Context: an optimization exercise on an open-source flow, tuned for small area, a short achievable clock period and few clock cycles per item. The choices shown serve that exercise and are no tape-out recipe. In this exercise RTL edits were held to simulation tests only and were not proved equivalent to the original.

==> flow/design.v <==
module alarm_sched (
    input  wire        clk,
    input  wire        rst,
    input  wire        cmd_valid,
    input  wire [63:0] cmd,
    output wire        cmd_ready,
    output reg         rsp_valid,
    output reg  [31:0] rsp_data,
    output wire [2:0]  rsp_fault,
    output wire        rsp_pend
);
    localparam [7:0] OP_RESET = 8'h01;
    localparam [7:0] OP_SEC   = 8'h03;
    localparam [7:0] OP_CLASS = 8'h18;
    localparam [7:0] OP_AINIT = 8'h20;
    localparam [7:0] OP_ASERV = 8'h21;
    localparam [7:0] OP_ASET  = 8'h22;
    localparam [7:0] OP_AGET  = 8'h23;
    localparam [7:0] OP_TSET  = 8'h24;
    localparam [7:0] OP_TGET  = 8'h25;
    localparam [2:0] F_NONE    = 3'd0;
    localparam [2:0] F_ILLEGAL = 3'd1;
    localparam [2:0] F_RANGE   = 3'd2;
    localparam [2:0] F_ARM_OVF = 3'd3;
    localparam [9:0]  DAY_HI    = 10'd675;         
    localparam [24:0] LAST_BASE = 25'd33554250;    
    localparam [24:0] PREV_BASE = 25'd33553575;    
    localparam [9:0]  LAST_FREE = 10'd182;         
    function automatic [32:0] radd(input [31:0] a, input [31:0] b, input ci);
        integer n;
        reg c;
        begin
            c = ci;
            for (n = 0; n < 32; n = n + 1) begin
                radd[n] = a[n] ^ b[n] ^ c;
                c = (a[n] & b[n]) | (c & (a[n] ^ b[n]));
            end
            radd[32] = c;
        end
    endfunction
    function automatic rge(input [31:0] a, input [31:0] b);
        integer n;
        reg c;
        begin
            c = 1'b1;
            for (n = 0; n < 32; n = n + 1)
                c = (a[n] & ~b[n]) | (c & ~(a[n] ^ b[n]));
            rge = c;
        end
    endfunction
    function automatic sum_eq(input [31:0] a, input [31:0] b, input [31:0] s);
        integer n;
        reg k, e;
        begin
            k = 1'b0;
            e = 1'b1;
            for (n = 0; n < 32; n = n + 1) begin
                e = e & ~(a[n] ^ b[n] ^ s[n] ^ k);
                k = (a[n] & b[n]) | ((a[n] | b[n]) & ~s[n]);
            end
            sum_eq = e;
        end
    endfunction
    reg        rdy;
    reg        rst_q;
    reg        cq_v;
    reg  [7:0] cq_op;
    reg        cq_z1;          
    reg        cq_z2;          
    reg  [2:0] cq_a;           
    reg [16:0] cq_d;           
    reg        cq_z17;         
    assign cmd_ready = rdy;
    wire acc       = cmd_valid & rdy;
    wire acc_multi = acc & (cmd[63:62] == 2'b00) & (cmd[60:57] == 4'b0000) &
                     (cmd[61] ^ cmd[56]);
    wire acc_reset = acc & (cmd[63:56] == OP_RESET);
    wire acc_tset  = acc & cmd[58] & ~cmd[56];
    always @(posedge clk) begin
        cq_op <= {2'b00, cmd[61:56]};
        cq_z1 <= (|cmd[63:62]) | (|cmd[55:45]);
        cq_z2 <= |cmd[44:35];
        cq_a  <= cmd[34:32];
        cq_d  <= cmd[16:0];
        cq_z17 <= (cmd[31:17] == 15'd0);
        rst_q <= rst;
        cq_v  <= acc & ~rst;
    end
    reg [31:0] cnt;
    reg [16:0] off;
    reg        en, pend, sun;
    reg [24:0] day_base;
    reg [2:0]  nxt_dow;
    reg [2:0]  fault;
    reg [16:0] tbl_s [0:6];
    reg [6:0]  tbl_v;
    reg [1:0]  ph;              
    reg        mleg;            
    reg [9:0]  dr;              
    reg [2:0]  dq;              
    reg        hv;              
    reg        cvb;             
    reg [2:0]  cv;              
    reg  [2:0] fault_o;
    reg        pend_o;
    assign rsp_fault = fault_o;
    assign rsp_pend  = pend_o;
    wire b_zero = cq_z17 & (cq_d == 17'd0);
    wire a_zero = (cq_a == 3'd0);
    wire z_hi   = cq_z1 | cq_z2;
    wire is_reset = cq_op == OP_RESET;
    wire is_sec   = cq_op == OP_SEC;
    wire is_class = cq_op == OP_CLASS;
    wire is_ainit = cq_op == OP_AINIT;
    wire is_aserv = cq_op == OP_ASERV;
    wire is_aset  = cq_op == OP_ASET;
    wire is_aget  = cq_op == OP_AGET;
    wire is_tset  = cq_op == OP_TSET;
    wire is_tget  = cq_op == OP_TGET;
    wire multi    = is_ainit | is_reset;
    wire legal =
        ((is_reset | is_sec | is_ainit | is_aserv | is_tget) & ~z_hi & a_zero & b_zero) |
        ((is_class | is_tset) & ~z_hi & a_zero) |
        (is_aset & ~z_hi) |
        (is_aget & ~z_hi & b_zero);
    wire day7     = (cq_a == 3'd7);
    wire secs_big = ~cq_z17 | rge({15'd0, cq_d}, 32'd86400);
    wire [31:0] cb = {cq_z17 ? 15'd0 : 15'h7fff, cq_d};
    reg  [2:0]  class_code;
    always @* begin
        if (b_zero)
            class_code = 3'd3;
        else if (rge(cb, 32'd950) && rge(32'd1250, cb))
            class_code = 3'd0;
        else if (rge(cb, 32'd2050) && rge(32'd2350, cb))
            class_code = 3'd1;
        else if (rge(cb, 32'd13350) && rge(32'd13650, cb))
            class_code = 3'd2;
        else
            class_code = 3'd4;
    end
    reg         lo_sel;          
    wire [31:0] div_src = (cq_v & is_tset) ? {cnt[31:17], cq_d} : cnt;
    reg  [10:0] r_w;
    reg  [2:0]  q_w;
    reg  [7:0]  bits_w;
    reg  [3:0]  t_w;
    reg  [32:0] d_w;
    integer     j;
    always @* begin
        if (!lo_sel) begin
            r_w    = {2'b00, div_src[31:23]};
            q_w    = 3'd0;
            bits_w = div_src[22:15];
        end else begin
            r_w    = {1'b0, dr};
            q_w    = dq;
            bits_w = cnt[14:7];
        end
        for (j = 7; j >= 0; j = j - 1) begin
            r_w = {r_w[9:0], bits_w[j]};
            d_w = radd({21'd0, r_w}, ~32'd675, 1'b1);
            if (d_w[32]) begin
                r_w = d_w[10:0];
                t_w = {q_w, 1'b1};
            end else begin
                t_w = {q_w, 1'b0};
            end
            q_w = (t_w[3] | (&t_w[2:0])) ? t_w[2:0] + 3'd1 : t_w[2:0];
        end
    end
    wire [2:0] rd_idx   = (cvb | ph[1]) ? (cvb ? cv : dq) : cq_op[1] ? cq_a : nxt_dow;
    reg [16:0] rd_raw;
    reg        rd_v;
    always @* begin
        case (rd_idx)
            3'd0: rd_raw = tbl_s[0];
            3'd1: rd_raw = tbl_s[1];
            3'd2: rd_raw = tbl_s[2];
            3'd3: rd_raw = tbl_s[3];
            3'd4: rd_raw = tbl_s[4];
            3'd5: rd_raw = tbl_s[5];
            default: rd_raw = tbl_s[6];
        endcase
        rd_v = tbl_v[rd_idx];
    end
    wire [14:0] cy   = rd_raw[16:2];
    wire [32:0] cs1a = radd({28'd0, cy[3:0]}, {28'd0, cy[7:4]}, 1'b0);
    wire [32:0] cs1b = radd({28'd0, cy[11:8]}, {29'd0, cy[14:12]}, 1'b0);
    wire [32:0] cs1  = radd({27'd0, cs1a[4:0]}, {27'd0, cs1b[4:0]}, 1'b0);
    wire [32:0] cs2  = radd({28'd0, cs1[3:0]}, {30'd0, cs1[5:4]}, 1'b0);
    wire        c15  = cs2[4] | (&cs2[3:0]);
    wire [3:0]  cmod = c15 ? cs2[3:0] + 4'd1 : cs2[3:0];
    wire [32:0] cyl  = radd({28'd0, cy[3:0]}, ~{28'd0, cmod}, 1'b1);
    wire [32:0] cyh  = radd({21'd0, cy[14:4]}, 32'hffff_ffff, 1'b0);
    wire [16:0] rd_boot = {cyl[4] ? cyh[10:0] : cy[14:4], cyl[3:0], 2'b00};
    wire [16:0] tbl_wd  = cvb ? rd_boot : cq_d;
    wire [16:0] rd    = rd_v ? rd_raw : 17'd0;
    wire        rd_nz = |rd;
    wire [16:0] sod      = {dr, cnt[6:0]};
    wire [32:0] bn_w     = radd({7'd0, cnt[31:7]}, ~{22'd0, dr}, 1'b1);
    wire [24:0] base_now = bn_w[24:0];
    wire        ai_sun   = rd_nz & rge({15'd0, rd}, {15'd0, sod});
    wire        ai_hit   = ai_sun & (rd == sod);
    wire [16:0] ai_w     = ai_sun ? rd : 17'd86400;
    wire        ai_ovf   = (base_now == LAST_BASE) & rge({22'd0, ai_w[16:7]}, {22'd0, LAST_FREE});
    wire [2:0]  ai_dow   = (dq == 3'd6) ? 3'd0 : dq + 3'd1;
    wire [32:0] bi_w     = radd({7'd0, day_base}, {22'd0, DAY_HI}, 1'b0);
    wire [24:0] base_inc = bi_w[24:0];
    wire [16:0] sv_w     = (sun | ~rd_nz) ? 17'd86400 : rd;
    wire [16:0] sv_add   = sun ? 17'd0 : sv_w;      
    wire        sv_hit   = (cnt[6:0] == sv_add[6:0]) &
                           sum_eq({7'd0, base_inc}, {22'd0, sv_add[16:7]}, {7'd0, cnt[31:7]});
    wire        sv_ovf   = sun ? (day_base == LAST_BASE)
                               : (day_base == LAST_BASE) |
                                 ((day_base == PREV_BASE) & rge({22'd0, sv_w[16:7]}, {22'd0, LAST_FREE}));
    wire [2:0]  sv_dow   = (nxt_dow == 3'd6) ? 3'd0 : nxt_dow + 3'd1;
    wire [32:0] ci_w     = radd(cnt, 32'd0, 1'b1);
    wire [31:0] cnt_inc  = ci_w[31:0];
    wire        sec_hit  = en & (cnt_inc[6:0] == off[6:0]) &
                           sum_eq({7'd0, day_base}, {22'd0, off[16:7]}, {7'd0, cnt_inc[31:7]});
    wire one   = cq_v & (ph == 2'd0);             
    wire ok    = (fault == F_NONE);
    wire start = one & multi;
    wire fin   = (ph == 2'd2) & ~cvb;              
    wire sv_go = one & is_aserv & pend;            
    wire f_rng = (is_aset & (day7 | secs_big)) | (is_aget & day7);
    wire good  = ok & legal & ~f_rng;              
    reg [1:0] ph_n;
    always @* begin
        ph_n = 2'd0;
        if (start) ph_n = hv ? 2'd2 : 2'd1;
        else if (ph == 2'd1 || (ph == 2'd2 && cvb)) ph_n = 2'd2;
    end
    reg [2:0] fault_n;
    reg       pend_n;
    always @* begin
        fault_n = fault;
        pend_n  = pend;
        if (one & ok & ~multi) begin
            if (!legal)
                fault_n = F_ILLEGAL;
            else if (f_rng)
                fault_n = F_RANGE;
            else if (sv_go & sv_ovf)
                fault_n = F_ARM_OVF;
            else if (is_sec & sec_hit)
                pend_n = 1'b1;
            else if (sv_go)
                pend_n = sv_hit;
        end
        if (start & ok & ~legal)
            fault_n = F_ILLEGAL;
        if (fin & ok & mleg) begin
            if (ai_ovf)
                fault_n = F_ARM_OVF;
            else
                pend_n = ai_hit;
        end
        if (rst_q) begin
            fault_n = F_NONE;
            pend_n  = 1'b0;
        end
    end
    wire hv_n = (ph == 2'd0) & ~(cq_v & (is_sec | multi)) & ~acc_tset & ~rst_q;
    integer k;
    always @(posedge clk) begin
        if (rst) begin
            ph  <= 2'd0;
            rdy <= 1'b1;
            cvb <= 1'b0;
            rsp_valid <= 1'b0;
        end else begin
            ph  <= ph_n;
            rdy <= ~acc_multi & (ph_n != 2'd1) & ~(cvb & (cv != 3'd6));
            cvb <= acc_reset | (cvb & (cv != 3'd6));
            rsp_valid <= (one & ~multi) | fin;
        end
        if (start)
            mleg <= legal;
        if (ph != 2'd2) begin
            dr <= r_w[9:0];
            dq <= q_w;
        end
        hv <= hv_n;
        lo_sel <= ~rst & ((acc_multi & hv_n) | (ph_n == 2'd1));
        cv <= cvb ? cv + 3'd1 : 3'd0;
        rsp_data <= 32'd0;
        if (one & good) begin
            if (is_tget)  rsp_data <= cnt;
            if (is_aget)  rsp_data <= {15'd0, rd};
            if (is_class) rsp_data <= {29'd0, class_code};
            if (sv_go & ~sv_ovf) rsp_data <= sun ? 32'd1 : 32'd2;
        end
        if (one & is_sec)
            cnt <= cnt_inc;
        if (one & is_tset)
            cnt[16:0] <= cq_d;
        for (k = 0; k < 7; k = k + 1) begin
            if ((one & is_aset & (cq_a == k)) | (cvb & (cv == k)))
                tbl_s[k] <= tbl_wd;
            if (one & is_aset & (cq_a == k))
                tbl_v[k] <= 1'b1;
        end
        if (one & is_sec & sec_hit)
            en <= 1'b0;
        if (sv_go) begin
            en  <= ~sv_hit;
            off <= sv_w;
            sun <= ~sun & rd_nz;
            if (~sun) begin
                day_base <= base_inc;
                nxt_dow  <= sv_dow;
            end
        end
        if (fin) begin
            en       <= ~ai_hit;
            off      <= ai_w;
            sun      <= ai_sun;
            day_base <= base_now;
            nxt_dow  <= ai_dow;
        end
        pend    <= pend_n;
        fault   <= fault_n;
        pend_o  <= ~rst & pend_n;
        fault_o <= rst ? F_NONE : fault_n;
        if (rst_q) begin
            cnt   <= 32'd0;
            en    <= 1'b0;
            tbl_v <= 7'd0;
        end
        if (acc_tset)
            cnt[31:17] <= cmd[31:17];
    end
endmodule
==> flow/flow/run.sh <==
#!/bin/bash
# The standard layout with these changes to the ORFS settings:
#  - the full and half adder cells are kept out of the design (the
#    platform's other don't-use cells are still appended by its config), so
#    ORFS skips extract_fa and abc maps the arithmetic itself;
#  - every port is still buffered, with buf_2 in place of ORFS's default
#    port buffer (clkdlybuf4s50_1, a slow delay cell);
#  - timing repair aims for 35.3 ns of slack on the 45 ns clock, that is for
#    a period near 9.7 ns, instead of stopping at zero slack.
set -euo pipefail
cat >> config.mk <<'EOC'
export DONT_USE_CELLS = sky130_fd_sc_hd__ha_1 sky130_fd_sc_hd__ha_2 sky130_fd_sc_hd__ha_4 sky130_fd_sc_hd__fa_1 sky130_fd_sc_hd__fa_2 sky130_fd_sc_hd__fa_4
export BUFFER_PORTS_ARGS = -buffer_cell sky130_fd_sc_hd__buf_2
export SETUP_SLACK_MARGIN = 35.3
EOC
bash standard.sh finish > flow_make.log 2>&1
==> flow/standard.sh <==
#!/bin/bash
# synth_recipe.tcl (not shown) runs the flow's synth.tcl, then flattens the netlist and writes it again
# the make line also repeats each setting of config.mk as NAME=value (left out here)
make -C /OpenROAD-flow-scripts/flow DESIGN_CONFIG=/design/flow/config.mk WORK_HOME=/design/flow/orfs CLKGATE_MAP_FILE= SYNTH_SCRIPT=/design/flow/synth_recipe.tcl "${@:-finish}"
==> flow/config.mk <==
export PLATFORM = sky130hd
export DESIGN_NAME = alarm_sched
export DESIGN_NICKNAME = alarm_sched
export VERILOG_FILES = /design/flow/design.v
export SDC_FILE = /design/flow/constraint.sdc
export NUM_CORES = 4
export LEC_CHECK = 0
export ABC_AREA = 1
export CAP_MARGIN = 20
export CORE_MARGIN = 2
export CORE_UTILIZATION = 40
export CTS_CLUSTER_DIAMETER = 100
export CTS_CLUSTER_SIZE = 24
export SLEW_MARGIN = 20
export DONT_USE_CELLS = sky130_fd_sc_hd__ha_1 sky130_fd_sc_hd__ha_2 sky130_fd_sc_hd__ha_4 sky130_fd_sc_hd__fa_1 sky130_fd_sc_hd__fa_2 sky130_fd_sc_hd__fa_4
export BUFFER_PORTS_ARGS = -buffer_cell sky130_fd_sc_hd__buf_2
export SETUP_SLACK_MARGIN = 35.3
==> flow/constraint.sdc <==
create_clock -name core_clock -period 45.0 [get_ports {clk}]
set_input_delay 9.0000 -clock core_clock [delete_from_list [all_inputs] [get_ports {clk}]]
set_output_delay 9.0000 -clock core_clock [all_outputs]
set_load 0.01 [all_outputs]
==> reports/qor.yml, run 1 <==
fmax_ghz: 0.0995
io_pins: 105
setup_viol: 0
htree_levels: 1
maxSlewViolCount: 0
met2_length_mm: 26.5
grt_pass1_vias: 15700
insertion_delay_ns: 0.55
hpwl_mm: 44.4
finalHoldWorstSlack_ns: 0.463
cts_tree: "yes"
route.layer.met1.wl_mm: 25.6
slowest_delay_ns: 0.38
seq_area_frac_synth_pct: 42.6
detailed_place.area_sq_mm: 0.0199
grtUsageTotal_pct: 23.7
grt_first_pass_wirelength_mm: 87.9
synth-async-reset-ratio_pct: 0
wl_mm: 58.0
critPathKind: "register to output pin"
final_net_count: 2703
wl_met3_mm: 4.10
synthesis.nets: 2588
clkTransAtPathRegs_ns: 0.10
synth-seq-cells: 300
crit_path_end_kind: "output pin"
vias_per_cell: 5.24
cp.required_ns: 36.00
grt_overflow: 0
cp_max_fo: 1
drt-initial-drc-count: 1698
netlist_area_sq_mm: 0.0186
final_core_util_pct: 45.1
critPathLaunchType: "register"
max-clock-path-buffers: 3
die-area_sq_mm: 0.0484
seqCellArea_sq_mm: 0.00797
hold_viol: 0
syn_inst: 2521
gp_congestion: 0.936
drcViolationCount: 0
clock-sinks: 300
yosys_warnings: 2
die_w_microns: 220
relSlewSlack_pct: 28.4
synth_edf_count: 194
grt_max_degree: 37
routedWlPerCell_microns: 17.8
drive_gt1_share_pct: 11.6
worstPathArrival_ns: 1.05
vias: 17100
multi_input_area_sq_mm: 0.00915
crit_buf_inv: 1
r2r-start: "lo_sel"
status: "finished clean"
fin_setup_tns_ns: 0
antenna_found_initial: 1
cts_hold_buffers: 0
timing.hold.worst.start: "tbl_v[0]"
die_h_microns: 220
design_area_sq_mm: 0.0209
fillers: 4659
worstPathCellList: "buf_6"
routed.top_layer: "met5"
syn_avg_cell_area_sq_um: 7.40
layout_commonest_cell: "nand2_1"
core_sq_mm: 0.0463
drt_pass1_iterations: 6
syn2layout_area_growth_pct: 11.8
critPathTopFamily: "flip-flops"
num_rows: 79
min_path_type: "register to register"
finalClockSkew_ns: 0.0279
critPathLaunch: "fault_o[1]"
numCtsBuffers: 19
fin_crit_sh_pct: 22.3
portBuffers: 104
rsz0062_at_grt: "yes"
slowest_stage: "dfxtp_2"
cts_root_buffer: "clkbuf_16"
ys_types: 59
maxCapViolations: 0
synth_ff_type: "edfxtp_1"
layout_common_cells: "nand2_1 (658), inv_1 (368), nor2_1 (297), edfxtp_1 (194), o21ai_0 (123)"
start_util_pct: 40.3
worst_pin_slew_ns: 1.06
final_antenna_net_count: 0
min_period_ns: 10.05
[Yosys cell counts (25+ instances only)]
master      n  share of area [%]
nand2_2    47                1.6
o22ai_1    38                1.3
xnor2_1    52                2.4
xor2_1     95                4.5
dfxtp_1   106                 11
or2_2      25               0.84
a21oi_1    67                1.8
edfxtp_1  194                 31
inv_1     372                7.5
o21ai_0   133                3.6
nand4_1    38                1.3
nand3_1   115                3.1
nor2_1    304                6.1
nor4_1     28               0.94
nor3_1     34               0.91
clkbuf_1   33               0.66
nand2_1   660                 13
a31oi_1    25               0.84
[cell families (layout without fill, tap and decap cells)]
logic type / Yosys count / after routing / synth area share, %
AO/OA/AOI/OAI: 347 / 347 / 11.0
XOR/XNOR: 149 / 149 / 7.08
adder cells (fa/ha/maj): 2 / 2 / 0.107
buffers and inverters: 425 / 553 / 8.90
flip-flops: 300 / 300 / 42.6
other: 0 / 1 / 0
AND/OR/NAND/NOR: 1298 / 1298 / 30.3
[flip-flops by register name, indices dropped and copies added (netlist names), 2 cells and up]
name / cells
off: 17
tbl_s: 119
cv: 3
day_base: 25
rsp_data: 32
fault: 3
cq_a: 3
cq_op: 6
dr: 10
tbl_v: 7
fault_o: 3
dq: 3
ph: 2
cq_d: 17
nxt_dow: 3
cnt: 32
[layout make-up]
class	instances	share of cell area, %
Clock buffer	27	2.42
Antenna cell	1	0.0120
Inverter	382	6.97
Tap cell	607	3.64
Clock inverter	7	0.522
Sequential cell	300	38.2
Timing Repair Buffer	136	4.33
Multi-Input combinational cell	1796	43.9
Timing Repair inverter	1	0.0360
[final timing paths]
kind / endpoint / slack (ns) / depth (start not counted)
max: rsp_fault[1] / 34.95 / 1
min: tbl_v[0] / 0.46 / 2
max reg2reg: dr[8] / 36.21 / 79
min reg2reg: tbl_v[0] / 0.46 / 2
[metal layers]
layer | track usage, % | up-vias
met2 | 38.6 | 638
met4 | 7.61 | 2
li1 | - | 8471
met3 | 3.06 | 101
met1 | 32.6 | 7870
met5 | 0 | -
[stage by stage]
step / worst slack (ns) / instances
5_1_grt: 34.93 / 3256
3_3_place_gp: 34.28 / 3212
3_5_place_dp: 34.21 / 3212
2_1_floorplan: 35.14 / 2521
6_report: 34.95 / 3257
4_1_cts: 34.94 / 3249
[timing repair]
item                       in CTS  in global routing
gates cloned                    0                  1
hold endpoints to repair        0                  0
setup endpoints to repair      77                117
pin swaps                       1                  6
setup buffers                   3                  6
gates resized for setup        14                 52
Testbench counts, summed over its fixed seeds: cycles 20,417, ops 19,200.
==> run 2, diff against run 1 <==
--- a/flow/design.v
+++ b/flow/design.v
@@ -23,8 +23,6 @@
     localparam [2:0] F_RANGE   = 3'd2;
     localparam [2:0] F_ARM_OVF = 3'd3;
     localparam [9:0]  DAY_HI    = 10'd675;         
-    localparam [24:0] LAST_BASE = 25'd33554250;    
-    localparam [24:0] PREV_BASE = 25'd33553575;    
     localparam [9:0]  LAST_FREE = 10'd182;         
     function automatic [32:0] radd(input [31:0] a, input [31:0] b, input ci);
         integer n;
@@ -65,8 +63,7 @@
     reg        rst_q;
     reg        cq_v;
     reg  [7:0] cq_op;
-    reg        cq_z1;          
-    reg        cq_z2;          
+    reg        cq_z;           
     reg  [2:0] cq_a;           
     reg [16:0] cq_d;           
     reg        cq_z17;         
@@ -78,8 +75,7 @@
     wire acc_tset  = acc & cmd[58] & ~cmd[56];
     always @(posedge clk) begin
         cq_op <= {2'b00, cmd[61:56]};
-        cq_z1 <= (|cmd[63:62]) | (|cmd[55:45]);
-        cq_z2 <= |cmd[44:35];
+        cq_z  <= (|cmd[63:62]) | (|cmd[55:35]);
         cq_a  <= cmd[34:32];
         cq_d  <= cmd[16:0];
         cq_z17 <= (cmd[31:17] == 15'd0);
@@ -93,7 +89,6 @@
     reg [2:0]  nxt_dow;
     reg [2:0]  fault;
     reg [16:0] tbl_s [0:6];
-    reg [6:0]  tbl_v;
     reg [1:0]  ph;              
     reg        mleg;            
     reg [9:0]  dr;              
@@ -107,7 +102,7 @@
     assign rsp_pend  = pend_o;
     wire b_zero = cq_z17 & (cq_d == 17'd0);
     wire a_zero = (cq_a == 3'd0);
-    wire z_hi   = cq_z1 | cq_z2;
+    wire z_hi   = cq_z;
     wire is_reset = cq_op == OP_RESET;
     wire is_sec   = cq_op == OP_SEC;
     wire is_class = cq_op == OP_CLASS;
@@ -171,7 +166,6 @@
     end
     wire [2:0] rd_idx   = (cvb | ph[1]) ? (cvb ? cv : dq) : cq_op[1] ? cq_a : nxt_dow;
     reg [16:0] rd_raw;
-    reg        rd_v;
     always @* begin
         case (rd_idx)
             3'd0: rd_raw = tbl_s[0];
@@ -182,7 +176,6 @@
             3'd5: rd_raw = tbl_s[5];
             default: rd_raw = tbl_s[6];
         endcase
-        rd_v = tbl_v[rd_idx];
     end
     wire [14:0] cy   = rd_raw[16:2];
     wire [32:0] cs1a = radd({28'd0, cy[3:0]}, {28'd0, cy[7:4]}, 1'b0);
@@ -194,8 +187,8 @@
     wire [32:0] cyl  = radd({28'd0, cy[3:0]}, ~{28'd0, cmod}, 1'b1);
     wire [32:0] cyh  = radd({21'd0, cy[14:4]}, 32'hffff_ffff, 1'b0);
     wire [16:0] rd_boot = {cyl[4] ? cyh[10:0] : cy[14:4], cyl[3:0], 2'b00};
-    wire [16:0] tbl_wd  = cvb ? rd_boot : cq_d;
-    wire [16:0] rd    = rd_v ? rd_raw : 17'd0;
+    wire [16:0] tbl_wd  = rst_q ? 17'd0 : cvb ? rd_boot : cq_d;
+    wire [16:0] rd    = rd_raw;
     wire        rd_nz = |rd;
     wire [16:0] sod      = {dr, cnt[6:0]};
     wire [32:0] bn_w     = radd({7'd0, cnt[31:7]}, ~{22'd0, dr}, 1'b1);
@@ -203,7 +196,7 @@
     wire        ai_sun   = rd_nz & rge({15'd0, rd}, {15'd0, sod});
     wire        ai_hit   = ai_sun & (rd == sod);
     wire [16:0] ai_w     = ai_sun ? rd : 17'd86400;
-    wire        ai_ovf   = (base_now == LAST_BASE) & rge({22'd0, ai_w[16:7]}, {22'd0, LAST_FREE});
+    wire        ai_ovf   = (&base_now[24:9]) & rge({22'd0, ai_w[16:7]}, {22'd0, LAST_FREE});
     wire [2:0]  ai_dow   = (dq == 3'd6) ? 3'd0 : dq + 3'd1;
     wire [32:0] bi_w     = radd({7'd0, day_base}, {22'd0, DAY_HI}, 1'b0);
     wire [24:0] base_inc = bi_w[24:0];
@@ -211,9 +204,10 @@
     wire [16:0] sv_add   = sun ? 17'd0 : sv_w;      
     wire        sv_hit   = (cnt[6:0] == sv_add[6:0]) &
                            sum_eq({7'd0, base_inc}, {22'd0, sv_add[16:7]}, {7'd0, cnt[31:7]});
-    wire        sv_ovf   = sun ? (day_base == LAST_BASE)
-                               : (day_base == LAST_BASE) |
-                                 ((day_base == PREV_BASE) & rge({22'd0, sv_w[16:7]}, {22'd0, LAST_FREE}));
+    wire        db_top   = &day_base[24:10];         
+    wire        db_last  = db_top & day_base[9];      
+    wire        sv_ovf   = db_last |
+                           (~sun & db_top & rge({22'd0, sv_w[16:7]}, {22'd0, LAST_FREE}));
     wire [2:0]  sv_dow   = (nxt_dow == 3'd6) ? 3'd0 : nxt_dow + 3'd1;
     wire [32:0] ci_w     = radd(cnt, 32'd0, 1'b1);
     wire [31:0] cnt_inc  = ci_w[31:0];
@@ -283,8 +277,8 @@
             dq <= q_w;
         end
         hv <= hv_n;
-        lo_sel <= ~rst & ((acc_multi & hv_n) | (ph_n == 2'd1));
         cv <= cvb ? cv + 3'd1 : 3'd0;
+        lo_sel <= ~rst & ((acc_multi & hv_n) | (ph_n == 2'd1));
         rsp_data <= 32'd0;
         if (one & good) begin
             if (is_tget)  rsp_data <= cnt;
@@ -297,10 +291,8 @@
         if (one & is_tset)
             cnt[16:0] <= cq_d;
         for (k = 0; k < 7; k = k + 1) begin
-            if ((one & is_aset & (cq_a == k)) | (cvb & (cv == k)))
+            if (rst_q | (one & is_aset & (cq_a == k)) | (cvb & (cv == k)))
                 tbl_s[k] <= tbl_wd;
-            if (one & is_aset & (cq_a == k))
-                tbl_v[k] <= 1'b1;
         end
         if (one & is_sec & sec_hit)
             en <= 1'b0;
@@ -327,7 +319,6 @@
         if (rst_q) begin
             cnt   <= 32'd0;
             en    <= 1'b0;
-            tbl_v <= 7'd0;
         end
         if (acc_tset)
             cnt[31:17] <= cmd[31:17];
==> flow/flow/run.sh (replaced) <==
#!/bin/bash
# The standard layout with these changes to the ORFS settings:
#  - the full and half adder cells are kept out of the design (the
#    platform's other don't-use cells are still appended by its config), so
#    ORFS skips extract_fa and abc maps the arithmetic itself;
#  - every port is still buffered, with buf_2 in place of ORFS's default
#    port buffer (clkdlybuf4s50_1, a slow delay cell);
#  - timing repair aims for 35 ns of slack on the 45 ns clock, that is for
#    a period near 10 ns, instead of stopping at zero slack.
set -euo pipefail
cat >> config.mk <<'EOC'
export DONT_USE_CELLS = sky130_fd_sc_hd__ha_1 sky130_fd_sc_hd__ha_2 sky130_fd_sc_hd__ha_4 sky130_fd_sc_hd__fa_1 sky130_fd_sc_hd__fa_2 sky130_fd_sc_hd__fa_4
export BUFFER_PORTS_ARGS = -buffer_cell sky130_fd_sc_hd__buf_2
export SETUP_SLACK_MARGIN = 35.0
EOC
bash standard.sh finish > flow_make.log 2>&1
--- a/flow/config.mk
+++ b/flow/config.mk
@@ -14,4 +14,4 @@
 export SLEW_MARGIN = 20
 export DONT_USE_CELLS = sky130_fd_sc_hd__ha_1 sky130_fd_sc_hd__ha_2 sky130_fd_sc_hd__ha_4 sky130_fd_sc_hd__fa_1 sky130_fd_sc_hd__fa_2 sky130_fd_sc_hd__fa_4
 export BUFFER_PORTS_ARGS = -buffer_cell sky130_fd_sc_hd__buf_2
-export SETUP_SLACK_MARGIN = 35.3
+export SETUP_SLACK_MARGIN = 35.0
==> run 2 against run 1 <==
  * Synthesized area down 2.1%
  * Hold slack better by 0.032 ns
  * Non-clock buffer count down 1
  * Utilization up 0.13 points
  * Design area down 2.0%
  * Clock-buffer cell count down 1
  * Sequential share of layout area about the same
  * Global-route usage about the same
  * Largest cell class unchanged
==> reports/qor.yml, run 2 <==
fin_crit_sh_pct: 22.3  # about the same
fin_setup_tns_ns: 0  # unchanged
status: "finished clean"  # unchanged
clkTransAtPathRegs_ns: 0.09  # was 0.10 ns
syn2layout_area_growth_pct: 11.9  # was 11.8%
synth-seq-cells: 292  # was 300
synth_top_area_share_pct: 31.9  # was 31.2%
maxCapViolations: 0  # unchanged
maxSlewViolCount: 0  # unchanged
grt_max_degree: 41  # was 37
ys_top_cells_by_count: "nand2_1 (619), inv_1 (363), nor2_1 (298)"  # was nand2_1 (660), inv_1 (372), nor2_1 (304)
insertion_delay_ns: 0.56  # was 0.55 ns
synth-async-reset-ratio_pct: 0  # unchanged
syn_avg_cell_area_sq_um: 7.46  # was 7.40 sq um
r2r_cells: 54  # was 79
critPathKind: "register to output pin"  # unchanged
largest_reg_flops: 119  # unchanged
slowest_stage: "dfxtp_4"  # was dfxtp_2
crit_buf_inv: 1  # unchanged
grtUsageTotal_pct: 23.6  # was 23.7%
num_rows: 78  # was 79
wl_mm: 56.8  # was 58.0 mm
critPathLaunchType: "register"  # unchanged
fillers: 4498  # was 4659
dp_cells: 3134  # was 3212
synth_edf_count: 194  # unchanged
hold_depth: 1  # was 2
max-clock-path-buffers: 3  # unchanged
gp_congestion: 0.931  # was 0.936
cts_hold_buffers: 0  # unchanged
yosys_warnings: 2  # unchanged
portBuffers: 104  # unchanged
r2r_setup_slack_ns: 35.95  # was 36.21 ns
io_pins: 105  # unchanged
syn_inst: 2448  # was 2521
start_util_pct: 40.4  # was 40.3%
final_core_util_pct: 45.2  # was 45.1%
numCtsBuffers: 18  # was 19
layout_commonest_cell: "nand2_1"  # unchanged
clock-sinks: 292  # was 300
slowest_delay_ns: 0.37  # was 0.38 ns
grt_first_pass_wirelength_mm: 86.6  # was 87.9 mm
final_cells: 3171  # was 3257
ys_types: 62  # was 59
synth.area.top_cells: "edfxtp_1 (32%), nand2_1 (13%), dfxtp_1 (11%), inv_1 (7.5%), nor2_1 (6.1%)"  # was edfxtp_1 (31%), nand2_1 (13%), dfxtp_1 (11%), inv_1 (7.5%), nor2_1 (6.1%)
finalClockSkew_ns: 0.0304  # was 0.0279 ns
setup_viol: 0  # unchanged
seq_area_frac_synth_pct: 42.7  # was 42.6%
min_path_type: "register to register"  # unchanged
grt_pass1_vias: 15300  # was 15700
hpwl_mm: 42.8  # was 44.4 mm
grt_overflow: 0  # unchanged
htree_levels: 1  # unchanged
vias_per_cell: 5.24  # about the same
cts_tree: "yes"  # unchanged
drt_pass1_iterations: 8  # was 6
synthesis.nets: 2515  # was 2588
netlist_area_sq_mm: 0.0183  # was 0.0186 sq mm
fmax_ghz: 0.0997  # was 0.0995 GHz
crit_path_end_kind: "output pin"  # unchanged
critPathTopFamily: "flip-flops"  # unchanged
drcViolationCount: 0  # unchanged
core_sq_mm: 0.0452  # was 0.0463 sq mm
pre_cts_slack_ns: 33.95  # was 34.21 ns
die-area_sq_mm: 0.0474  # was 0.0484 sq mm
worstReg2RegEnd: "tbl_s[1][15]"  # was dr[8]
layout_common_cells: "nand2_1 (618), inv_1 (361), nor2_1 (296), edfxtp_1 (194), o21ai_0 (121)"  # was nand2_1 (658), inv_1 (368), nor2_1 (297), edfxtp_1 (194), o21ai_0 (123)
r2r-start: "cvb"  # was lo_sel
die_w_microns: 218  # was 220 microns
routedWlPerCell_microns: 17.9  # was 17.8 microns
synth_ff_type: "edfxtp_1"  # unchanged
min_period_ns: 10.03  # was 10.05 ns
vias: 16600  # was 17100
cp.required_ns: 36.00  # about the same
antenna_found_initial: 0  # was 1
worst_pin_slew_ns: 1.07  # was 1.06 ns
final_antenna_net_count: 0  # unchanged
fin_ws_ns: 34.97  # was 34.95 ns
top_register: "tbl_s"  # unchanged
drive_gt1_share_pct: 11.7  # was 11.6%
rsz0062_at_grt: "yes"  # unchanged
yosys.area.top_type: "edfxtp_1"  # unchanged
reg.largest.list: "tbl_s (119), cnt (32), rsp_data (32)"  # unchanged
cts_root_buffer: "clkbuf_16"  # unchanged
yosysMostFrequentCell: "nand2_1"  # unchanged
timing.hold.worst.start: "cq_v"  # was tbl_v[0]
worstPathArrival_ns: 1.03  # was 1.05 ns
relSlewSlack_pct: 28.0  # was 28.4%
hold_viol: 0  # unchanged
final_net_count: 2625  # was 2703
cp_max_fo: 2  # was 1
drt-initial-drc-count: 1605  # was 1698
die_h_microns: 218  # was 220 microns
worstPathCellList: "buf_6"  # unchanged
min_to: "hv"  # was tbl_v[0]
[run 2: cell count changes after synthesis, moves of 9 or more]
cell	before	now
nand2_1	660	619
o21ai_1	11	29
nand2_2	47	34
nand3_1	115	101
or2_2	25	12
inv_1	372	363
o21ai_0	133	124
[run 2: per-layer routing]
layer  share of wire (%)  routed length (microns)  track usage [%]
met1                  45                    25700             32.9
met2                  44                    25000             37.4
met3                 6.7                     3780             2.89
met4                 3.9                     2230             9.38
met5                   0                        0                0
[run 2: worst max path at each step]
stage	from	end	slack [ns]	depth (start not counted)
2_1_floorplan	cmd_valid	cnt[24]	35.00	6
4_1_cts	rdy	cmd_ready	34.95	1
6_report	rdy	cmd_ready	34.97	1
3_5_place_dp	cmd_valid	cnt[28]	33.95	6
5_1_grt	cvb	tbl_s[1][15]	34.93	53
3_3_place_gp	cmd_valid	cnt[25]	34.01	6
[run 2: timing repair]
action,4_1_cts,5_1_grt
resized for setup,7,43
setup endpoints to repair,54,86
pin swaps,1,0
setup buffers,2,1
[run 2: final cells by class]
class | count | area [sq um] | area share (%)
Multi-Input combinational cell | 1726 | 8930 | 43.7
Sequential cell | 292 | 7810 | 38.2
Inverter | 385 | 1460 | 7.14
Timing Repair Buffer | 135 | 870 | 4.26
Tap cell | 600 | 751 | 3.67
Clock buffer | 26 | 522 | 2.55
Clock inverter | 6 | 93.8 | 0.459
Antenna cell | 1 | 2.50 | 0.0122
[run 2: stage by stage]
stage | instance area [sq um] | hold slack [ns]
after floorplan | 18300 | 0.425
final | 20400 | 0.495
after global placement | 19600 | 0.479
after CTS | 20200 | 0.505
after detailed placement | 19600 | 0.488
after global routing | 20400 | 0.534
[run 2: kinds of logic after synthesis]
group	after synthesis	share of synthesized area (%)
AO/OA/AOI/OAI	369	12.1
flip-flops	292	42.7
XOR/XNOR	143	7.07
buffers and inverters	430	9.09
AND/OR/NAND/NOR	1214	29.0
Testbench counts of run 2, summed over its fixed seeds: cycles 20,417, ops 19,200.

==> re-timing with driven ports <==
The results above use ideal ports. As a check the final layouts listed here were re-extracted and re-timed, cells and wires unchanged. Step 1 assumes that a clkbuf_16 drives the clock port and a buf_2 every other input. Step 2 times the ports against the registers' clock, not the clock port: input delays grow and output delays shrink by t, the midpoint of the rising clock arrivals with the driver on. a / b / c = ideal ports / drivers / drivers and shift; a / b = the first two.
run	t (ns)	slack for setup (ns)	hold slack, ns	worst setup path at the end	latest minus earliest clock arrival (ns)
run 1	0.594	34.953 / 34.895 / 34.774	0.463 / 0.463 / 0.463	input to register	0.028 / 0.028
run 2	0.593	34.970 / 34.922 / 34.504	0.495 / 0.495 / 0.495	input to register	0.031 / 0.031
After both steps every run listed still meets setup and hold. The setup slack of run 2, which loses most, moves by -0.048 ns with the drivers and by -0.466 ns with both steps.
